This design comes from an exercise in tuning for small area on the open sky130 flow, not from production work. Only simulation tests tie the RTL to the original design; equivalence was not proved. Power figures rest on the tool's default switching activity, not on a simulated workload.

==> job 9920 <==
==> flow/design.v (excerpt) <==
module murx_core (
    input  wire         clk,
    input  wire         rst,           
    input  wire [16:0]  code_len,      
    output wire [15:0]  code_addr,
    input  wire [31:0]  code_rdata,
    output wire [15:0]  dmem_addr,
    output wire         dmem_we,
    output wire [15:0]  dmem_wdata,
    input  wire [15:0]  dmem_rdata,
    output wire [9:0]   fs_addr,
    output wire         fs_we,
    output wire [272:0] fs_wdata,
    input  wire [272:0] fs_rdata,
    input  wire [3:0]   dbg_raddr,
    output wire [15:0]  dbg_rdata,
    output wire [1:0]   status,        
    output wire [2:0]   err_code,
    output wire [15:0]  err_info,
    output wire [16:0]  pc,
    output wire         carry,
    output wire [1:0]   cmp,           
    output wire [9:0]   depth
);
make LEC_CHECK=0 CAP_MARGIN=20 CORE_MARGIN=2 CORE_UTILIZATION=40 SLEW_MARGIN=20 finish   # period 10.0 ns
run.sh (not shown) runs the stock make flow with config.mk's settings and CLKGATE_MAP_FILE= SYNTH_SCRIPT=/design/flow/synth_recipe.tcl, a recipe that flattens the netlist after the stock synthesis.
==> job 3324 (differences from job 9920) <==
Settings changed: CORE_AREA set to 10 10 270 270, CORE_MARGIN 2 to not set, CORE_UTILIZATION 40 to not set, DIE_AREA set to 0 0 280 280.
==> run summary <==
Outcome: job 3324 failed layout checks; job 9920 aborted with a tool error
Failing step: job 3324 -; job 9920 3_2_place_iop
Reasons for failing layout checks: job 3324 setup timing; job 9920 -
EDFF count, synth: job 3324 38; job 9920 38
Leading register cell type out of synthesis: job 3324 dfxtp_1; job 9920 dfxtp_1
Library cell occupying the most area in the post-synthesis netlist: job 3324 buf_4; job 9920 buf_4
Proportion of synthesized area in mux cells: job 3324 0.1722; job 9920 0.1722
Seq cells post-synth: job 3324 83; job 9920 83
Most frequently used cell type in the post-synthesis netlist: job 3324 buf_4; job 9920 buf_4
Share of flip-flops with an asynchronous set or reset: job 3324 0; job 9920 0
Number of standard-cell rows in the floorplan: job 3324 95; job 9920 69
Die Width: job 3324 280 um; job 9920 195.1 um
Combined area of all synthesized cells: job 3324 14610 um2; job 9920 14610 um2
Starting density of the core: job 3324 0.2179; job 9920 0.4086
Cells after Synth: job 3324 1825; job 9920 1825
Height of the die: job 3324 280 um; job 9920 195.1 um

---

==> 06-08: inputs <==
murx_core, a different RTL version from the one above (not shown whole).
export LEC_CHECK = 0
export CAP_MARGIN = 20
export CORE_AREA = 10 10 270 270
export CTS_BUF_LIST = sky130_fd_sc_hd__clkbuf_4 sky130_fd_sc_hd__clkbuf_8
export DIE_AREA = 0 0 280 280
export SETUP_SLACK_MARGIN = 0.6
export SLEW_MARGIN = 20
create_clock -name core_clock -period 10.0 [get_ports {clk}]
standard.sh (not shown) runs the stock make flow with config.mk's settings and CLKGATE_MAP_FILE= SYNTH_SCRIPT=/design/flow/synth_recipe.tcl, a recipe that flattens the netlist after the stock synthesis.
==> flow/flow/run.sh <==
#!/bin/bash
# Layout flow: the standard flow (standard.sh) with two changes to how the
# layout is made:
#  - synthesis maps with an area-oriented ABC script (abc_area_min.script)
#    instead of ORFS's delay-oriented one; everything else in synthesis,
#    including the registers, is the standard synthesis;
#  - port buffers are the smallest buffer cell, buf_1, instead of the cell
#    buffer_ports picks by default.
# Each tool's output goes to a log file in this folder.
set -euo pipefail
here=$(pwd)
rm -rf "$here/scripts_mod"
cp -r "$FLOW_HOME/scripts" "$here/scripts_mod"
cp "$here/flow/abc_area_min.script" "$here/scripts_mod/abc_speed.script"
bash standard.sh SCRIPTS_DIR="$here/scripts_mod" \
  BUFFER_PORTS_ARGS="-buffer_cell sky130_fd_sc_hd__buf_1" finish > "$here/flow_make.log" 2>&1
==> flow/flow/abc_area_min.script <==
&get -n
&st
&syn2
&dch -f
&nf -a -R 1000
&put
==> 10-15: changes against 06-08 <==
==> flow/run.sh (new file) <==
#!/bin/bash
# synth_recipe.tcl (not shown) runs the flow's synth.tcl, then flattens the netlist and writes it again
# the make line also repeats each setting of config.mk as NAME=value (left out here)
make -C /OpenROAD-flow-scripts/flow DESIGN_CONFIG=/design/flow/config.mk WORK_HOME=/design/flow/orfs CLKGATE_MAP_FILE= SYNTH_SCRIPT=/design/flow/synth_recipe.tcl finish
Settings changed: SETUP_SLACK_MARGIN 0.6 to 0.3.
removed: flow/flow/run.sh
removed: flow/flow/abc_area_min.script
removed: flow/standard.sh
==> run summary <==
- 10-15 completed without violations. 06-08 completed, yet does not pass: setup timing.
- Against 10-15, the final cell count of 06-08 is lower by 6.7%.
- In 10-15 the sequential share of layout area is lower than in 06-08, by 3.5 points.
- Of 10-15 and 06-08, 10-15 has the higher clock skew (gap 0.0066 ns).
- In routed wire length, 06-08 and 10-15 hardly differ.
- Against 10-15, the count of clock-buffer cells in the layout of 06-08 is lower by 1.
- In 10-15 the via count is larger than in 06-08, by 8.3%.

---

==> 05-28: inputs <==
Another version of the RTL of murx_core (not shown whole).
Design murx_core, start of the top module:
module murx_core (
    input  wire         clk,
    input  wire         rst,           
    input  wire [16:0]  code_len,      
    output wire [15:0]  code_addr,
    input  wire [31:0]  code_rdata,
    output wire [15:0]  dmem_addr,
    output wire         dmem_we,
    output wire [15:0]  dmem_wdata,
    input  wire [15:0]  dmem_rdata,
    output wire [9:0]   fs_addr,
    output wire         fs_we,
    output wire [272:0] fs_wdata,
    input  wire [272:0] fs_rdata,
    input  wire [3:0]   dbg_raddr,
    output wire [15:0]  dbg_rdata,
    output wire [1:0]   status,        
    output wire [2:0]   err_code,
    output wire [15:0]  err_info,
    output wire [16:0]  pc,
    output wire         carry,
    output wire [1:0]   cmp,           
    output wire [9:0]   depth
);
    localparam [1:0] CMP_NONE = 2'd0, CMP_LT = 2'd1, CMP_EQ = 2'd2, CMP_GT = 2'd3;
    localparam [2:0] E_DIV0 = 3'd1, E_UNKNOWN = 3'd2, E_OVERFLOW = 3'd3,
                     E_UNDERFLOW = 3'd4, E_BOUNDS = 3'd5, E_SHIFT = 3'd6,
                     E_UNSPEC = 3'd7;
    localparam [4:0] S_INIT = 5'd0, S_F0 = 5'd1, S_F1 = 5'd2, S_COL = 5'd3,
                     S_MEM = 5'd4, S_P1 = 5'd5, S_P2 = 5'd6, S_CMP = 5'd7,
                     S_WR = 5'd8, S_ADV = 5'd9, S_CW = 5'd10, S_C2 = 5'd11,
                     S_R1 = 5'd12, S_R2 = 5'd13, S_R3 = 5'd14,
                     S_R4 = 5'd16, S_MEMW = 5'd17, S_WB = 5'd18, S_F2 = 5'd19, S_R5 = 5'd20;
    localparam [1:0] S_DONE_HI = 2'b11;
    reg [4:0]  state;
    reg [3:0]  rot;           
    reg        stale;         
    reg [16:0] pc_q;
    reg        carry_q;
    reg [1:0]  cmp_q;
    reg [9:0]  depth_q;
    reg [15:0] A, ACC;
    reg [4:0]  cnt;
    reg        dneg;
    reg [1:0]  trc;           
    reg        bneg;          
    reg [7:0]  b0q;           
    reg [3:0]  raq, rbq;      
    wire fresh = ~stale;
    wire sINIT = (state == S_INIT);
    wire sF0   = (state == S_F0);
    wire sF1   = (state == S_F1);
    wire sF2   = (state == S_F2);
    wire sCOL  = (state == S_COL);      
    wire sWB   = (state == S_WB);       
    wire sWR   = (state == S_WR);
    wire sMEM  = (state == S_MEM);
  ...
export LEC_CHECK = 0
export CAP_MARGIN = 0
export CORE_AREA = 10 10 270 270
export CTS_BUF_LIST = sky130_fd_sc_hd__clkbuf_8 sky130_fd_sc_hd__clkbuf_16
export CTS_CLUSTER_DIAMETER = 60
export CTS_CLUSTER_SIZE = 12
export DIE_AREA = 0 0 280 280
export PLACE_DENSITY = 0.9
export SETUP_SLACK_MARGIN = 0.2
export SLEW_MARGIN = 0
create_clock -name core_clock -period 10.0 [get_ports {clk}]
==> flow/flow/run.sh <==
#!/bin/bash
# Layout flow: the standard flow (standard.sh) with three changes to how the
# layout is made:
#  - synthesis maps with an area-oriented ABC script (abc_area_min.script)
#    instead of ORFS's delay-oriented one; everything else in synthesis,
#    including the registers, is the standard synthesis;
#  - port buffers are the smallest buffer cell, buf_1, instead of the cell
#    buffer_ports picks by default;
#  - synthesis does not put its own buffer on wires that run straight from an
#    input port to an output port (SYNTH_INSBUF=0): buffer_ports still gives
#    each of those ports its own buffer.
# Each tool's output goes to a log file in this folder.
set -euo pipefail
here=$(pwd)
rm -rf "$here/scripts_mod"
cp -r "$FLOW_HOME/scripts" "$here/scripts_mod"
cp "$here/flow/abc_area_min.script" "$here/scripts_mod/abc_speed.script"
bash standard.sh SCRIPTS_DIR="$here/scripts_mod" SYNTH_INSBUF=0 \
  BUFFER_PORTS_ARGS="-buffer_cell sky130_fd_sc_hd__buf_1" finish > "$here/flow_make.log" 2>&1
==> flow/flow/abc_area_min.script <==
&get -n
&st
&syn2
&dch -f
&nf -a -R 1000
&put
==> 05-22 (differences from 05-28) <==
--- a/flow/design.v
+++ b/flow/design.v
@@ -25,24 +25,24 @@
     localparam [1:0] CMP_NONE = 2'd0, CMP_LT = 2'd1, CMP_EQ = 2'd2, CMP_GT = 2'd3;
     localparam [2:0] E_DIV0 = 3'd1, E_UNKNOWN = 3'd2, E_OVERFLOW = 3'd3,
                      E_UNDERFLOW = 3'd4, E_BOUNDS = 3'd5, E_SHIFT = 3'd6,
                      E_UNSPEC = 3'd7;
     localparam [4:0] S_INIT = 5'd0, S_F0 = 5'd1, S_F1 = 5'd2, S_COL = 5'd3,
                      S_MEM = 5'd4, S_P1 = 5'd5, S_P2 = 5'd6, S_CMP = 5'd7,
                      S_WR = 5'd8, S_ADV = 5'd9, S_CW = 5'd10, S_C2 = 5'd11,
-                     S_R1 = 5'd12, S_R2 = 5'd13, S_R3 = 5'd14,
+                     S_R1 = 5'd12, S_R2 = 5'd13, S_R3 = 5'd14, S_DONE = 5'd15,
                      S_R4 = 5'd16, S_MEMW = 5'd17, S_WB = 5'd18, S_F2 = 5'd19, S_R5 = 5'd20;
-    localparam [1:0] S_DONE_HI = 2'b11;
     reg [4:0]  state;
     reg [3:0]  rot;           
     reg        stale;         
     reg [16:0] pc_q;
     reg        carry_q;
     reg [1:0]  cmp_q;
     reg [9:0]  depth_q;
+    reg [2:0]  err_code_q;
     reg [15:0] A, ACC;
     reg [4:0]  cnt;
     reg        dneg;
     reg [1:0]  trc;           
     reg        bneg;          
     reg [7:0]  b0q;           
     reg [3:0]  raq, rbq;      
@@ -60,15 +60,15 @@
     wire sP2   = (state == S_P2);
     wire sCMP  = (state == S_CMP);
     wire sADV  = (state == S_ADV);
     wire sCW   = (state == S_CW);
     wire sC2   = (state == S_C2);
     wire sR1   = (state == S_R1);
     wire sR3   = (state == S_R3);
-    wire sDONE = (state[4:3] == S_DONE_HI);
+    wire sDONE = (state == S_DONE);
     wire [7:0] b0 = b0q;
     wire [7:0] b1 = code_rdata[15:8];
     wire [7:0] b2 = code_rdata[23:16];
     wire [7:0] b3 = code_rdata[31:24];
     function is;    
         input [7:0] v;
         input [63:0] set;    
@@ -215,42 +215,41 @@
             2'd3:    trunc = ~ilen[0] | ilen[1];
             2'd2:    trunc = ilen[2] | (ilen[1] & ilen[0]);
             2'd1:    trunc = ilen[2];
             default: trunc = 1'b0;
         endcase
     end
     wire sel_p = k_xor | k_cp | k_not | k_notm | f_mr;
-    wire        m_p = sel_p | k_or;
-    wire        m_g = k_and | k_or;
-    wire [15:0] res = (m_p | m_g) ? (({16{m_p}} & p[15:0]) | ({16{m_g}} & g[15:0])) : S[15:0];
+    wire [15:0] res = ({16{k_and}} & g[15:0]) | ({16{k_or}} & (p[15:0] | g[15:0])) |
+                      ({16{sel_p}} & p[15:0]) | ({16{~(k_and | k_or | sel_p)}} & S[15:0]);
     wire rotw = (fresh & (sINIT | ((sCOL | sWB) & ~at_ra) | sCW)) | sWR;
     wire [15:0] rin = (sWR | sINIT) ? A : s15;    
     assign fs_addr  = depth_q;
     assign fs_we    = rotw | sC2;
     assign fs_wdata = {pc_q, fs_rdata[239:0], rin};
     assign code_addr  = pc_q[15:0];
     assign dmem_addr  = (f_ri | f_rm) ? imm : field;
     assign dmem_we    = sMEMW;
     assign dmem_wdata = A;
     assign dbg_rdata = rd;
-    assign status   = {sDONE & (state[2:0] != 3'd0), sDONE & (state[2:0] == 3'd0)};
-    assign err_code = state[2:0];    
-    assign err_info = ({16{state == {S_DONE_HI, E_UNKNOWN} || state == {S_DONE_HI, E_UNSPEC}}} & {8'd0, b0}) |
-                      ({16{state == {S_DONE_HI, E_SHIFT}}} & A);
+    assign status   = {sDONE & (err_code_q != 3'd0), sDONE & (err_code_q == 3'd0)};
+    assign err_code = err_code_q;
+    assign err_info = ({16{err_code_q == E_UNKNOWN || err_code_q == E_UNSPEC}} & {8'd0, b0}) |
+                      ({16{err_code_q == E_SHIFT}} & A);
     assign pc       = pc_q;
     assign carry    = carry_q;
     assign cmp      = cmp_q;
     assign depth    = depth_q;
     wire f1_fault = op_unknown | op_unspec | trunc | (k_ret & (depth_q == 10'd0)) |
                     (k_call & (depth_q == 10'd1000));
     wire [2:0] f1_code = op_unknown ? E_UNKNOWN : op_unspec ? E_UNSPEC : trunc ? E_BOUNDS :
                          k_ret ? E_UNDERFLOW : E_OVERFLOW;
     always @(posedge clk) begin
         stale <= fs_we;
-        if (sINIT | sP1 | sP2 | target | sMEM)
+        if (sINIT | sP1 | (sP2 & (err_code_q == 3'd0)) | target | sMEM)
             A <= res;
         else if (step)
             A <= (k_mul | k_shr) ? {S[0], A[15:1]} : {A[14:0], k_div & ~S[16]};
         ACC <= (k_mul | k_shr) ? S[16:1] : S[15:0];
         if (sP1)
             cnt <= k_shift ? {1'b0, S[3:0]} : 5'd16;
         else if (step)
@@ -264,60 +263,66 @@
         if (sP1)
             dneg <= S[15];
         else if (sP2)
             dneg <= dneg ^ rd[15];
         if (rst) begin
             state      <= S_INIT;
             rot        <= 4'd0;
+            pc_q       <= 17'd0;
             carry_q    <= 1'b0;
             cmp_q      <= CMP_NONE;
+            depth_q    <= 10'd0;
+            err_code_q <= 3'd0;
             stale      <= 1'b1;
         end else begin
             if (sR1)
                 rot <= 4'd0;
             else if (rotw)
                 rot <= rot + 4'd1;
-            if ((sF2 & ~f1_fault & (k_halt | (k_br & ~taken))) | sADV | sINIT)
-                pc_q <= S;                         
+            if (sP1)
+                err_code_q <= (k_div && bsrc == 16'd0) ? E_DIV0 :
+                              (k_shift && bsrc[15:4] != 12'd0) ? E_SHIFT : 3'd0;
+            else if ((sF0 & c17) | (sF2 & f1_fault))
+                err_code_q <= sF0 ? E_BOUNDS : f1_code;
+            if ((sF2 & ~f1_fault & (k_halt | (k_br & ~taken))) | sADV)
+                pc_q <= S;
             else if ((sF2 & ~f1_fault & k_br & taken) | sC2)
                 pc_q <= {1'b0, field};
             else if (sR3)
                 pc_q <= fs_rdata[272:256];
-            if ((sCW & fresh & (rot == 4'd15)) | sR1 | sINIT)
-                depth_q <= S[9:0];                 
+            if ((sCW & fresh & (rot == 4'd15)) | sR1)
+                depth_q <= S[9:0];
             if ((target & sCOL & (k_add | k_sub | k_neg)) | (sMEM & k_negm))
                 carry_q <= s_ovf;
             else if (target & sWB & k_div)
                 carry_q <= ~dneg & A[15];
             else if (sCMP & cnt0 & k_mul)
                 carry_q <= ~s_zero;
             if (target & sCOL & k_cmp)
                 cmp_q <= S[16] ? CMP_LT : s_zero ? CMP_EQ : CMP_GT;
             case (state)
                 S_INIT: if (fresh && rot == 4'd15) state <= S_F0;
-                S_F0:   state <= c17 ? {S_DONE_HI, E_BOUNDS} : S_F1;
+                S_F0:   state <= c17 ? S_DONE : S_F1;
                 S_F1:   state <= S_F2;
                 S_F2: begin
-                    if (f1_fault)                 state <= {S_DONE_HI, f1_code};
-                    else if (k_halt)              state <= {S_DONE_HI, 3'd0};
+                    if (f1_fault | k_halt)        state <= S_DONE;
                     else if (k_br)                state <= S_F0;
                     else if (k_call)              state <= S_CW;
                     else if (k_ret)               state <= S_R1;
                     else if (f_mr | f_m)          state <= S_MEM;
                     else if (k_iter)              state <= S_P1;
                     else                          state <= S_COL;
                 end
                 S_COL:  if (target) state <= k_cmp ? S_ADV : S_WR;
                 S_WB:   if (target) state <= S_WR;
                 S_WR:   state <= S_ADV;
                 S_MEM:  state <= S_MEMW;
                 S_MEMW: state <= S_ADV;
-                S_P1:   state <= (k_div && bsrc == 16'd0) ? {S_DONE_HI, E_DIV0} :
-                                 (k_shift && bsrc[15:4] != 12'd0) ? {S_DONE_HI, E_SHIFT} : S_P2;
-                S_P2:   state <= S_CMP;
+                S_P1:   state <= S_P2;
+                S_P2:   state <= (err_code_q != 3'd0) ? S_DONE : S_CMP;
                 S_CMP:  if (cnt0) state <= S_WB;
                 S_ADV:  state <= S_F0;
                 S_CW:   if (fresh && rot == 4'd15) state <= S_C2;
                 S_C2:   state <= S_F0;
                 S_R1:   state <= S_R2;
                 S_R2:   state <= S_R3;
                 S_R3:   state <= S_R4;
Settings changed: CAP_MARGIN 0 to 20, PLACE_DENSITY 0.9 to 0.75, SETUP_SLACK_MARGIN 0.2 to 0.3, SLEW_MARGIN 0 to 20.
==> 01-16 (differences from 05-28) <==
--- a/flow/design.v
+++ b/flow/design.v
@@ -26,93 +26,94 @@
     localparam [2:0] E_DIV0 = 3'd1, E_UNKNOWN = 3'd2, E_OVERFLOW = 3'd3,
                      E_UNDERFLOW = 3'd4, E_BOUNDS = 3'd5, E_SHIFT = 3'd6,
                      E_UNSPEC = 3'd7;
     localparam [4:0] S_INIT = 5'd0, S_F0 = 5'd1, S_F1 = 5'd2, S_COL = 5'd3,
                      S_MEM = 5'd4, S_P1 = 5'd5, S_P2 = 5'd6, S_CMP = 5'd7,
                      S_WR = 5'd8, S_ADV = 5'd9, S_CW = 5'd10, S_C2 = 5'd11,
                      S_R1 = 5'd12, S_R2 = 5'd13, S_R3 = 5'd14,
-                     S_R4 = 5'd16, S_MEMW = 5'd17, S_WB = 5'd18, S_F2 = 5'd19, S_R5 = 5'd20;
+                     S_R4 = 5'd16, S_MEMW = 5'd17, S_WB = 5'd18, S_F2 = 5'd19, S_R5 = 5'd20, S_P3 = 5'd21;
     localparam [1:0] S_DONE_HI = 2'b11;
     reg [4:0]  state;
     reg [3:0]  rot;           
     reg        stale;         
     reg [16:0] pc_q;
     reg        carry_q;
     reg [1:0]  cmp_q;
     reg [9:0]  depth_q;
     reg [15:0] A, ACC;
     reg [4:0]  cnt;
     reg        dneg;
     reg [1:0]  trc;           
     reg        bneg;          
-    reg [7:0]  b0q;           
+    reg [5:0]  b0q;           
     reg [3:0]  raq, rbq;      
     wire fresh = ~stale;
     wire sINIT = (state == S_INIT);
     wire sF0   = (state == S_F0);
     wire sF1   = (state == S_F1);
     wire sF2   = (state == S_F2);
     wire sCOL  = (state == S_COL);      
     wire sWB   = (state == S_WB);       
     wire sWR   = (state == S_WR);
     wire sMEM  = (state == S_MEM);
     wire sMEMW = (state == S_MEMW);
     wire sP1   = (state == S_P1);
     wire sP2   = (state == S_P2);
+    wire sP3   = (state == S_P3);       
     wire sCMP  = (state == S_CMP);
     wire sADV  = (state == S_ADV);
     wire sCW   = (state == S_CW);
     wire sC2   = (state == S_C2);
     wire sR1   = (state == S_R1);
     wire sR3   = (state == S_R3);
     wire sDONE = (state[4:3] == S_DONE_HI);
-    wire [7:0] b0 = b0q;
+    wire [7:0] b0 = {code_rdata[7:6], b0q};
     wire [7:0] b1 = code_rdata[15:8];
     wire [7:0] b2 = code_rdata[23:16];
     wire [7:0] b3 = code_rdata[31:24];
     function is;    
         input [7:0] v;
         input [63:0] set;    
-        is = set[v[5:0]] & (v[7:6] == 2'b00);
+        is = set[v[5:0]];    
     endfunction
     localparam [63:0] OP_RR = (64'd1 << 8'h01) | (64'd1 << 8'h05) | (64'd1 << 8'h08) | (64'd1 << 8'h0B) |
                               (64'd1 << 8'h0E) | (64'd1 << 8'h13) | (64'd1 << 8'h16) | (64'd1 << 8'h19) |
                               (64'd1 << 8'h1E) | (64'd1 << 8'h20) | (64'd1 << 8'h22);
     localparam [63:0] OP_RI = OP_RR << 1;
     localparam [63:0] OP_RM = (64'd1 << 8'h04) | (64'd1 << 8'h07) | (64'd1 << 8'h0A) | (64'd1 << 8'h0D) |
                               (64'd1 << 8'h10) | (64'd1 << 8'h15) | (64'd1 << 8'h18) | (64'd1 << 8'h1B) |
                               (64'd1 << 8'h24);
     wire f_rr = is(b0, OP_RR);
     wire f_ri = is(b0, OP_RI);
     wire f_rm = is(b0, OP_RM);
-    wire f_mr = (b0 == 8'h03);
-    wire f_r  = (b0 == 8'h11) | (b0 == 8'h1C);
-    wire f_m  = (b0 == 8'h12) | (b0 == 8'h1D);
+    wire f_mr = (b0[5:0] == 6'h03);
+    wire f_r  = (b0[5:0] == 6'h11) | (b0[5:0] == 6'h1C);
+    wire f_m  = (b0[5:0] == 6'h12) | (b0[5:0] == 6'h1D);
     wire f_a  = is(b0, 64'h0000_9FE0_0000_0000);    
     wire k_cp   = is(b0, 64'h16);                   
     wire k_add  = is(b0, 64'hE0);                   
     wire k_sub  = is(b0, 64'h700);                  
     wire k_mul  = is(b0, 64'h3800);                 
     wire k_div  = is(b0, 64'h1_C000);               
-    wire k_neg  = (b0 == 8'h11);
-    wire k_negm = (b0 == 8'h12);
+    wire k_neg  = (b0[5:0] == 6'h11);
+    wire k_negm = (b0[5:0] == 6'h12);
     wire k_xor  = is(b0, 64'h38_0000);              
     wire k_and  = is(b0, 64'h1C0_0000);             
     wire k_or   = is(b0, 64'hE00_0000);             
-    wire k_not  = (b0 == 8'h1C);
-    wire k_notm = (b0 == 8'h1D);
+    wire k_not  = (b0[5:0] == 6'h1C);
+    wire k_notm = (b0[5:0] == 6'h1D);
     wire k_shr  = is(b0, 64'hC000_0000);            
     wire k_shl  = is(b0, 64'h3_0000_0000);          
     wire k_cmp  = is(b0, 64'h1C_0000_0000);         
     wire k_br   = is(b0, 64'h1FE0_0000_0000);       
     wire op_unspec = is(b0, 64'h6000_0000_0000);    
-    wire k_call = (b0 == 8'h2F);
-    wire k_ret  = (b0 == 8'h30);
-    wire k_halt = (b0 == 8'h31);
-    wire op_unknown = ~is(b0, 64'h3_FFFF_FFFF_FFFE);  
+    wire k_call = (b0[5:0] == 6'h2F);
+    wire k_ret  = (b0[5:0] == 6'h30);
+    wire k_halt = (b0[5:0] == 6'h31);
+    wire op_unknown = ~is(b0, 64'h3_FFFF_FFFF_FFFE) | (b0[7:6] != 2'b00);  
     wire k_shift = k_shr | k_shl;
     wire k_iter  = k_mul | k_div | k_shift;
     wire [2:0] ilen = {f_ri | f_rm | f_mr,
                        f_rr | f_r | f_m | f_a,
                        ~(f_rr | f_r | f_ri | f_rm | f_mr)};
     wire        c_rr  = (code_rdata[7:0] == 8'h01) | (code_rdata[7:0] == 8'h05) | (code_rdata[7:0] == 8'h08) |
                         (code_rdata[7:0] == 8'h0B) | (code_rdata[7:0] == 8'h0E) | (code_rdata[7:0] == 8'h13) |
@@ -161,30 +162,30 @@
     wire [16:0] X = ({17{xs_pc}}   & pc_q) |
                     ({17{xs_s15}}  & {s15[15], s15}) |
                     ({17{xs_dep}}  & {7'd0, depth_q}) |
                     ({17{xs_accm}} & {ACC[15], ACC}) |
                     {{16{xs_accd & ~first}} & ACC, xs_accd & A[15]};
     wire ys_b    = sCOL | sMEM | sP1 | (step & (k_div | (k_mul & A[0])));
     wire ys_rd   = sP2;
-    wire ys_a    = sWB;
+    wire ys_a    = sWB | sP3;
     wire ys_code = sF0 | sF1;
     wire ys_len  = sF2 | sADV;
     wire ys_one  = sCW | sR1;
     wire [15:0] yv = ({16{ys_b}} & bsrc) | ({16{ys_rd}} & rd) | ({16{ys_a}} & A) |
                      ({16{ys_code}} & code_len[15:0]) |
                      {13'd0, ({3{ys_len}} & ilen) | {2'b00, ys_one}};
     wire [16:0] Y = {ys_code ? code_len[16] : yv[15], yv};
     reg sub;
     always @(*) begin
         sub = 1'b0;
         if (sF0 | sF1 | sR1)      sub = 1'b1;
         if (sCOL)                 sub = k_sub | k_cmp | k_neg | k_not;
         if (sWB)                  sub = k_div & dneg;
         if (sMEM)                 sub = f_m;
-        if (sP2)                  sub = k_div & rd[15];
+        if (sP3)                  sub = k_div & A[15];
         if (step)                 sub = k_mul ? (cnt == 5'd1) : (~(ACC[15] & ~first) ^ bneg);
     end
     wire cin1 = sCMP & cnt0 & A[15];
     wire [16:0] Ye  = Y ^ {17{sub}};
     wire        cin = sub | cin1;
     wire [16:0] p   = X ^ Ye;
     wire [16:0] g   = X & Ye;
@@ -242,25 +243,25 @@
     assign depth    = depth_q;
     wire f1_fault = op_unknown | op_unspec | trunc | (k_ret & (depth_q == 10'd0)) |
                     (k_call & (depth_q == 10'd1000));
     wire [2:0] f1_code = op_unknown ? E_UNKNOWN : op_unspec ? E_UNSPEC : trunc ? E_BOUNDS :
                          k_ret ? E_UNDERFLOW : E_OVERFLOW;
     always @(posedge clk) begin
         stale <= fs_we;
-        if (sINIT | sP1 | sP2 | target | sMEM)
+        if (sINIT | sP1 | sP2 | sP3 | target | sMEM)
             A <= res;
         else if (step)
             A <= (k_mul | k_shr) ? {S[0], A[15:1]} : {A[14:0], k_div & ~S[16]};
         ACC <= (k_mul | k_shr) ? S[16:1] : S[15:0];
         if (sP1)
             cnt <= k_shift ? {1'b0, S[3:0]} : 5'd16;
         else if (step)
             cnt <= cnt - 5'd1;
         trc <= trc_n;
-        b0q <= code_rdata[7:0];
+        b0q <= code_rdata[5:0];
         raq <= ra_n;
         rbq <= b1[3:0];
         if (sP1)
             bneg <= S[15];
         if (sP1)
             dneg <= S[15];
         else if (sP2)
@@ -309,15 +310,16 @@
                 S_COL:  if (target) state <= k_cmp ? S_ADV : S_WR;
                 S_WB:   if (target) state <= S_WR;
                 S_WR:   state <= S_ADV;
                 S_MEM:  state <= S_MEMW;
                 S_MEMW: state <= S_ADV;
                 S_P1:   state <= (k_div && bsrc == 16'd0) ? {S_DONE_HI, E_DIV0} :
                                  (k_shift && bsrc[15:4] != 12'd0) ? {S_DONE_HI, E_SHIFT} : S_P2;
-                S_P2:   state <= S_CMP;
+                S_P2:   state <= S_P3;
+                S_P3:   state <= S_CMP;
                 S_CMP:  if (cnt0) state <= S_WB;
                 S_ADV:  state <= S_F0;
                 S_CW:   if (fresh && rot == 4'd15) state <= S_C2;
                 S_C2:   state <= S_F0;
                 S_R1:   state <= S_R2;
                 S_R2:   state <= S_R3;
                 S_R3:   state <= S_R4;
Settings changed: CTS_BUF_LIST sky130_fd_sc_hd__clkbuf_8 sky130_fd_sc_hd__clkbuf_16 to sky130_fd_sc_hd__clkbuf_8, CTS_CLUSTER_DIAMETER 60 to 50, CTS_CLUSTER_SIZE 12 to 10.
==> summary of the runs <==
Of 01-16 and 05-22, 05-22 has the higher via count (gap 4.9%, measured against 05-22). The lowest clock power belongs to 01-16, the highest to 05-28. In 05-22 the area after synthesis is larger than in 05-28, by about 6%. The highest sequential power belongs to 01-16, the lowest to 05-22. In 05-22 the synthesized cell count is larger than in 05-28, by 9.7%. Die area is the same in 01-16 and 05-22. In clock-buffer cell count, 01-16 and 05-22 do not differ. In 05-22 the global-route usage is lower than in 05-28, by 0.53 points. Of 01-16 and 05-22, 01-16 has the higher worst hold slack (gap 0.058 ns).
==> figures <==
| metric | 01-16 | 05-22 | 05-28 |
|---|---|---|---|
| Number of non-filler instances in the completed layout | 2,826 | 2,986 | 2,876 |
| Met3 wire len | 12.53 mm | 11.71 mm | 13.85 mm |
| Fill cell count | 7,620 | 7,666 | 7,636 |
| Total number of vias | 15,140 | 15,916 | 15,644 |
| Detailed-route wire length on metal 1 | 39.64 mm | 41.61 mm | 45.58 mm |
| Layout clock area frac | 0.01258 | 0.01985 | 0.02163 |
| Simple-gate share of the synthesized area | 0.2307 | 0.2164 | 0.2299 |
| Met2 routing resource usage after global routing | 0.3638 | 0.3776 | 0.3643 |
| DRC marker count from the first detailed-route iteration | 2,701 | 2,451 | 2,659 |
| Final design area excluding fillers | 13,730 sq um | 14,810 sq um | 14,230 sq um |
| Peak clock frequency supported by timing | 108.2 MHz | 110.2 MHz | 108.7 MHz |
| WS Path Type | register to register | register to register | input pin to register |
| Layout cells sized above 1 | 0.05049 | 0.06283 | 0.06382 |
| Hpwl dp | 88.08 mm | 91.30 mm | 92.61 mm |
| Fraction of standard cell area that is sequential | 0.1750 | 0.1507 | 0.1717 |
| Startpoint of the most critical register-to-register path | state[2]$_SDFFE_PP0P_ | b0q[5]$_DFF_P_ | b0q[7]$_DFF_P_ |
| Synthesized net count | 1,496 | 1,653 | 1,526 |
| Status | finished clean | finished clean | finished clean |
| Average detailed-routed wire length per instance | 35.47 um | 34.80 um | 36.95 um |
| Number of clock sinks seen by CTS | 95 | 100 | 97 |

==> static timing again, ports no longer ideal <==
The results above use ideal ports. As a check the final layouts listed here were re-extracted and re-timed, cells and wires unchanged.
Step 1, drivers: a clkbuf_16 drives clk and a buf_2 each remaining input, both assumed.
Step 2, shift: input delay + t, output delay - t, t = (earliest + latest rising clock arrival at the registers) / 2. This alone moves slack from input paths to output paths.
Three values: ideal, step 1, step 2; two values: the first two.
run	t (ns)	slack for setup (ns)	slew at the worst register clock pin (ns)
job 3324	0.411	-1.139 / -1.191 / -1.191	0.08 / 0.08
06-08	0.450	-0.191 / -0.176 / -0.626	0.10 / 0.10
10-15	0.444	0.200 / 0.206 / -0.238	0.11 / 0.11
05-28	0.431	0.799 / 0.802 / 0.371	0.09 / 0.09
05-22	0.438	0.926 / 0.926 / 0.611	0.10 / 0.10
01-16	0.474	0.760 / 0.759 / 0.342	0.12 / 0.12
Met with ideal ports but missed after step 2: setup timing in 10-15. The setup slack of 10-15, which loses most, moves by +0.006 ns with the drivers and by -0.438 ns with both steps.
